Source: an optimization exercise on an open RTL-to-GDS flow (aim: small area, a short achievable clock period and few clock cycles per item). Production flows keep margins and buffers that such runs may drop.
Function was checked by simulation only, so behaviour that the tests miss may differ from the original.
No activity file was given, so power comes from the tool's default toggle rates.

## bms_encoder
module bms_encoder (
    input  wire        clk,
    input  wire        rst,
    input  wire [7:0]  a_local,
    input  wire        req_valid,
    output wire        req_ready,
    input  wire [2:0]  req_kind,
    input  wire [31:0] req_x0,
    input  wire [31:0] req_x1,
    input  wire [31:0] req_x2,
    input  wire [31:0] req_x3,
    input  wire [31:0] req_x4,
    input  wire [7:0]  req_u0,
    input  wire [7:0]  req_u1,
    input  wire [55:0] req_bitmap,
    output reg         out_valid,
    input  wire        out_ready,
    output reg         out_err,
    output wire [7:0]  out_err_idx,
    output wire [31:0] out_id,
    output wire [63:0] out_data
);
==> module bms_encoder, before the edit <==
module bms_encoder (
    input  wire        clk,
    input  wire        rst,
    input  wire [7:0]  a_local,
    input  wire        req_valid,
    output wire        req_ready,
    input  wire [2:0]  req_kind,
    input  wire [31:0] req_x0,
    input  wire [31:0] req_x1,
    input  wire [31:0] req_x2,
    input  wire [31:0] req_x3,
    input  wire [31:0] req_x4,
    input  wire [7:0]  req_u0,
    input  wire [7:0]  req_u1,
    input  wire [55:0] req_bitmap,
    output reg         out_valid,
    input  wire        out_ready,
    output reg         out_err,
    output wire [7:0]  out_err_idx,
    output wire [31:0] out_id,
    output wire [63:0] out_data
);
    wire k_va  = !req_kind[2] && !req_kind[0];           
    wire k_st  = req_kind == 3'd1;                       
    wire k_vc  = req_kind == 3'd3;                       
    wire k_tp  = req_kind == 3'd4;                       
    wire k_ch  = k_vc || k_tp;                           
    wire k_bal = req_kind == 3'd5;                       
    wire        h = req_kind[2];
    wire [15:0] lo0, lo1, lo2;
    wire [9:0]  hi0, hi1;
    wire        go0, go1, go2;
    wire        c0, c1, c2;
    bms_seg #(.W(42)) u_s0 (.x(req_x0), .h(h), .lo(lo0), .go(go0), .ca(c0), .hi(hi0));
    bms_seg #(.W(42)) u_s1 (.x(req_x1), .h(h), .lo(lo1), .go(go1), .ca(c1), .hi(hi1));
    wire [31:0] x2c = {{6{req_x2[25]}}, req_x2[25:0]};
    bms_seg #(.W(32)) u_s2 (.x(x2c), .h(!req_kind[0]), .lo(lo2), .go(go2), .ca(c2), .hi());
    wire [7:0] q2s, q3;
    bms_u8 u_q2s (.x(req_x2), .q(q2s));
    bms_u8 u_q3  (.x(req_x3), .q(q3));
    wire [7:0] q4 = req_x4[23:16] + {7'd0, req_x4[31] && (req_x4[15:0] != 16'd0)};
    wire ok0k, ok1k, ok2k, ok0h, ok1h, ok2h, ok2s, ok3s, ok4;
    bms_scale #(.XLO(-2147549),  .XHI(2147483))  u_ok0k (.x(req_x0), .ok(ok0k));
    bms_scale #(.XLO(-2147549),  .XHI(2147483))  u_ok1k (.x(req_x1), .ok(ok1k));
    bms_scale #(.XLO(-2147549),  .XHI(2147483))  u_ok2k (.x(req_x2), .ok(ok2k));
    bms_scale #(.XLO(-21475491), .XHI(21474836)) u_ok0h (.x(req_x0), .ok(ok0h));
    bms_scale #(.XLO(-21475491), .XHI(21474836)) u_ok1h (.x(req_x1), .ok(ok1h));
    bms_scale #(.XLO(-21475491), .XHI(21474836)) u_ok2h (.x(req_x2), .ok(ok2h));
    bms_scale #(.XLO(-257),      .XHI(65793))    u_ok2s (.x(req_x2), .ok(ok2s));
    bms_scale #(.XLO(-257),      .XHI(65793))    u_ok3s (.x(req_x3), .ok(ok3s));
    bms_scale #(.XLO(-8454143),  .XHI(8388607))  u_ok4  (.x(req_x4), .ok(ok4));
    wire [8:0] first = {1'b0, req_u0};
    wire [8:0] count = {1'b0, req_u1};
    wire [8:0] left = count - first;         
    wire use0 = !left[8] && (left[7:0] != 8'd0);
    wire use1 = !left[8] && (left[7:1] != 7'd0);
    wire use2 = !left[8] && ((left[7:2] != 6'd0) || (left[1:0] == 2'd3));
    wire f0 = use0 && !(h ? ok0h : ok0k);
    wire f1 = use1 && !(h ? ok1h : ok1k);
    wire f2 = use2 && !(h ? ok2h : ok2k);
    wire s_err = !ok0k || !ok1k || !ok2s || !ok3s || !ok4;
    wire [2:0] s_idx = !ok0k ? 3'd0 : !ok1k ? 3'd1 : !ok2s ? 3'd2 : !ok3s ? 3'd3 : 3'd4;
    wire       r_err = k_st ? s_err : k_ch ? (f0 || f1 || f2) : 1'b0;
    wire [2:0] r_idx = k_ch ? (f0 ? 3'd0 : f1 ? 3'd1 : 3'd2) : s_idx;
    reg [63:0] r_data;
    reg [3:0]  r_ci;
    always @(*) begin
        if (k_va) begin
            r_data = {lo0[15:10], hi0, lo0, lo1[15:10], hi1, lo1};
            r_ci   = {1'b0, c0, 1'b0, c1};
        end else if (k_st) begin
            r_data = {lo0, lo1, q2s, q3, q4, req_u0};
            r_ci   = {c0, c1, 2'b00};
        end else if (k_ch) begin
            r_data = {req_u0, req_u1,
                      use0 ? lo0 : 16'd0,
                      use1 ? lo1 : 16'd0,
                      use2 ? lo2 : 16'd0};
            r_ci   = {1'b0, use0 && c0, use1 && c1, use2 && c2};
        end else if (k_bal) begin
            r_data = {req_u0, req_bitmap};
            r_ci   = 4'd0;
        end else begin
            r_data = {req_u0, req_u1, 48'd0};
            r_ci   = 4'd0;
        end
    end
    reg [2:0]  out_kind;
    reg [2:0]  out_idx;
    reg [63:0] out_reg;
    reg [3:0]  out_ci;
    reg [1:0]  out_go;
    assign req_ready = !out_valid || out_ready;
    always @(posedge clk) begin
        if (rst) begin
            out_valid <= 1'b0;
        end else if (req_ready) begin
            out_valid <= req_valid;
        end
        if (req_ready) begin
            out_err  <= r_err;
            out_kind <= req_kind;
            out_idx  <= r_idx;
            out_reg  <= r_data;
            out_ci   <= r_ci;
            out_go   <= {go0, go1};
        end
    end
    wire o_ch = (out_kind == 3'd3) || (out_kind == 3'd4);
    assign out_err_idx = o_ch ? out_reg[63:56] + {6'd0, out_idx[1:0]} : {5'd0, out_idx};
    wire        o_va = !out_kind[2] && !out_kind[0];
    wire [15:0] l2 = out_reg[47:32] + {15'd0, out_ci[2]};
    wire [15:0] l0 = out_reg[15:0]  + {15'd0, out_ci[0]};
    wire        x2 = (&out_reg[47:32]) && out_ci[2];
    wire        x0 = (&out_reg[15:0])  && out_ci[0];
    wire [1:0]  c32_0 = {1'b0, out_go[1]} + {1'b0, x2};
    wire [1:0]  c32_1 = {1'b0, out_go[0]} + {1'b0, x0};
    wire [9:0]  r3a = out_reg[57:48] + 10'd1, r3b = out_reg[57:48] + 10'd2;
    wire [9:0]  r1a = out_reg[25:16] + 10'd1, r1b = out_reg[25:16] + 10'd2;
    wire [9:0]  h3 = c32_0[1] ? r3b : c32_0[0] ? r3a : out_reg[57:48];
    wire [9:0]  h1 = c32_1[1] ? r1b : c32_1[0] ? r1a : out_reg[25:16];
    wire [15:0] l3 = o_va ? {{6{h3[9]}}, h3} : out_reg[63:48] + {15'd0, out_ci[3]};
    wire [15:0] l1 = o_va ? {{6{h1[9]}}, h1} : out_reg[31:16] + {15'd0, out_ci[1]};
    assign out_data = {l3, l2, l1, l0};
    reg [7:0] pt;
    always @(*) begin
        case (out_kind)
            3'd0: pt = 8'd38;
            3'd1: pt = 8'd45;
            3'd2: pt = 8'd40;
            3'd3: pt = 8'd41;
            3'd4: pt = 8'd43;
            3'd5: pt = 8'd42;
            default: pt = 8'd255;
        endcase
    end
    assign out_id = {16'h8000, pt, a_local};
endmodule
export LEC_CHECK = 0
export CAP_MARGIN = 10
export CORE_MARGIN = 2
export CORE_UTILIZATION = 40
export CTS_BUF_LIST = sky130_fd_sc_hd__clkbuf_4 sky130_fd_sc_hd__clkbuf_8
export SLEW_MARGIN = 10
create_clock -name core_clock -period 12.0 [get_ports {clk}]
standard.sh (not shown) runs the stock make flow with config.mk's settings and CLKGATE_MAP_FILE= SYNTH_SCRIPT=/design/flow/synth_recipe.tcl, a recipe that flattens the netlist after the stock synthesis.
==> flow/flow/run.sh <==
#!/bin/bash
# Standard layout, with plain buf_1 cells as the port buffers and timing
# repair aimed at a setup slack of 6.4 ns.
set -euo pipefail
export BUFFER_PORTS_ARGS="-buffer_cell sky130_fd_sc_hd__buf_1"
export SETUP_SLACK_MARGIN=6.4
bash standard.sh > standard.log 2>&1
Testbench counts at the start, summed over its fixed seeds: cycles 16,008, items 16,000.
Next try:
--- a/flow/design.v
+++ b/flow/design.v
@@ -162,16 +162,15 @@
     wire [15:0] l2 = out_reg[47:32] + {15'd0, out_ci[2]};
     wire [15:0] l0 = out_reg[15:0]  + {15'd0, out_ci[0]};
     wire        x2 = (&out_reg[47:32]) && out_ci[2];
     wire        x0 = (&out_reg[15:0])  && out_ci[0];
-    wire [1:0]  c32_0 = {1'b0, out_go[1]} + {1'b0, x2};
-    wire [1:0]  c32_1 = {1'b0, out_go[0]} + {1'b0, x0};
-    wire [9:0]  r3a = out_reg[57:48] + 10'd1, r3b = out_reg[57:48] + 10'd2;
-    wire [9:0]  r1a = out_reg[25:16] + 10'd1, r1b = out_reg[25:16] + 10'd2;
-    wire [9:0]  h3 = c32_0[1] ? r3b : c32_0[0] ? r3a : out_reg[57:48];
-    wire [9:0]  h1 = c32_1[1] ? r1b : c32_1[0] ? r1a : out_reg[25:16];
-    wire [15:0] l3 = o_va ? {{6{h3[9]}}, h3} : out_reg[63:48] + {15'd0, out_ci[3]};
-    wire [15:0] l1 = o_va ? {{6{h1[9]}}, h1} : out_reg[31:16] + {15'd0, out_ci[1]};
+    wire        c32_0 = out_go[1] || x2;
+    wire        c32_1 = out_go[0] || x0;
+    wire [15:0] r3p = out_reg[63:48] + 16'd1, r1p = out_reg[31:16] + 16'd1;
+    wire [9:0]  h3 = c32_0 ? r3p[9:0] : out_reg[57:48];
+    wire [9:0]  h1 = c32_1 ? r1p[9:0] : out_reg[25:16];
+    wire [15:0] l3 = o_va ? {{6{h3[9]}}, h3} : out_ci[3] ? r3p : out_reg[63:48];
+    wire [15:0] l1 = o_va ? {{6{h1[9]}}, h1} : out_ci[1] ? r1p : out_reg[31:16];
     assign out_data = {l3, l2, l1, l0};
     reg [7:0] pt;
     always @(*) begin
         case (out_kind)
Non-clock buffer count went up by 12. Sequential power drops by about 0.9%. Total power came out lower by 0.79%. Sequential cell count does not change. Cell count came out lower by 0.89%. Worst hold slack degrades by 75 ps. Design area went down by 1.7%. Sequential share of layout area rose by 0.21 points. Routed wire length falls by 3.5%. Clock skew stays flat. Worst setup slack got worse by 4.3 ps. Via count drops by 2.0%. Clock-buffer cell count is unchanged.
Testbench counts after the change, summed over its fixed seeds: cycles 16,008, items 16,000.

## re-timing with driven ports
The flow's constraints put no driver on any port. The routed layouts listed below were extracted and timed again, unchanged, in two steps.
Step 1 sets driving cells, clkbuf_16 on the clock port and buf_2 on the other inputs (assumed; they add their load-dependent delay and slew).
Step 2 also shifts input and output timing later by t, the mid clock arrival at the registers, as if the neighbouring blocks saw the same clock.
Three values: ideal ports, drivers, drivers and shift; two values: the first two.
| run | t (ns) | setup WS [ns] | worst hold slack (ns) | cell pins on the clock port's net |
|---|---|---|---|---|
| the first run | 0.421 | 6.445 / 6.210 / 5.789 | 1.008 / 1.008 / 1.008 | 1 |
| the second run | 0.429 | 6.440 / 6.458 / 6.029 | 0.933 / 0.933 / 0.933 | 1 |
After both steps every run listed still meets setup and hold. For the first run, which loses most, drivers alone change the setup slack by -0.235 ns; drivers and shift together by -0.656 ns.
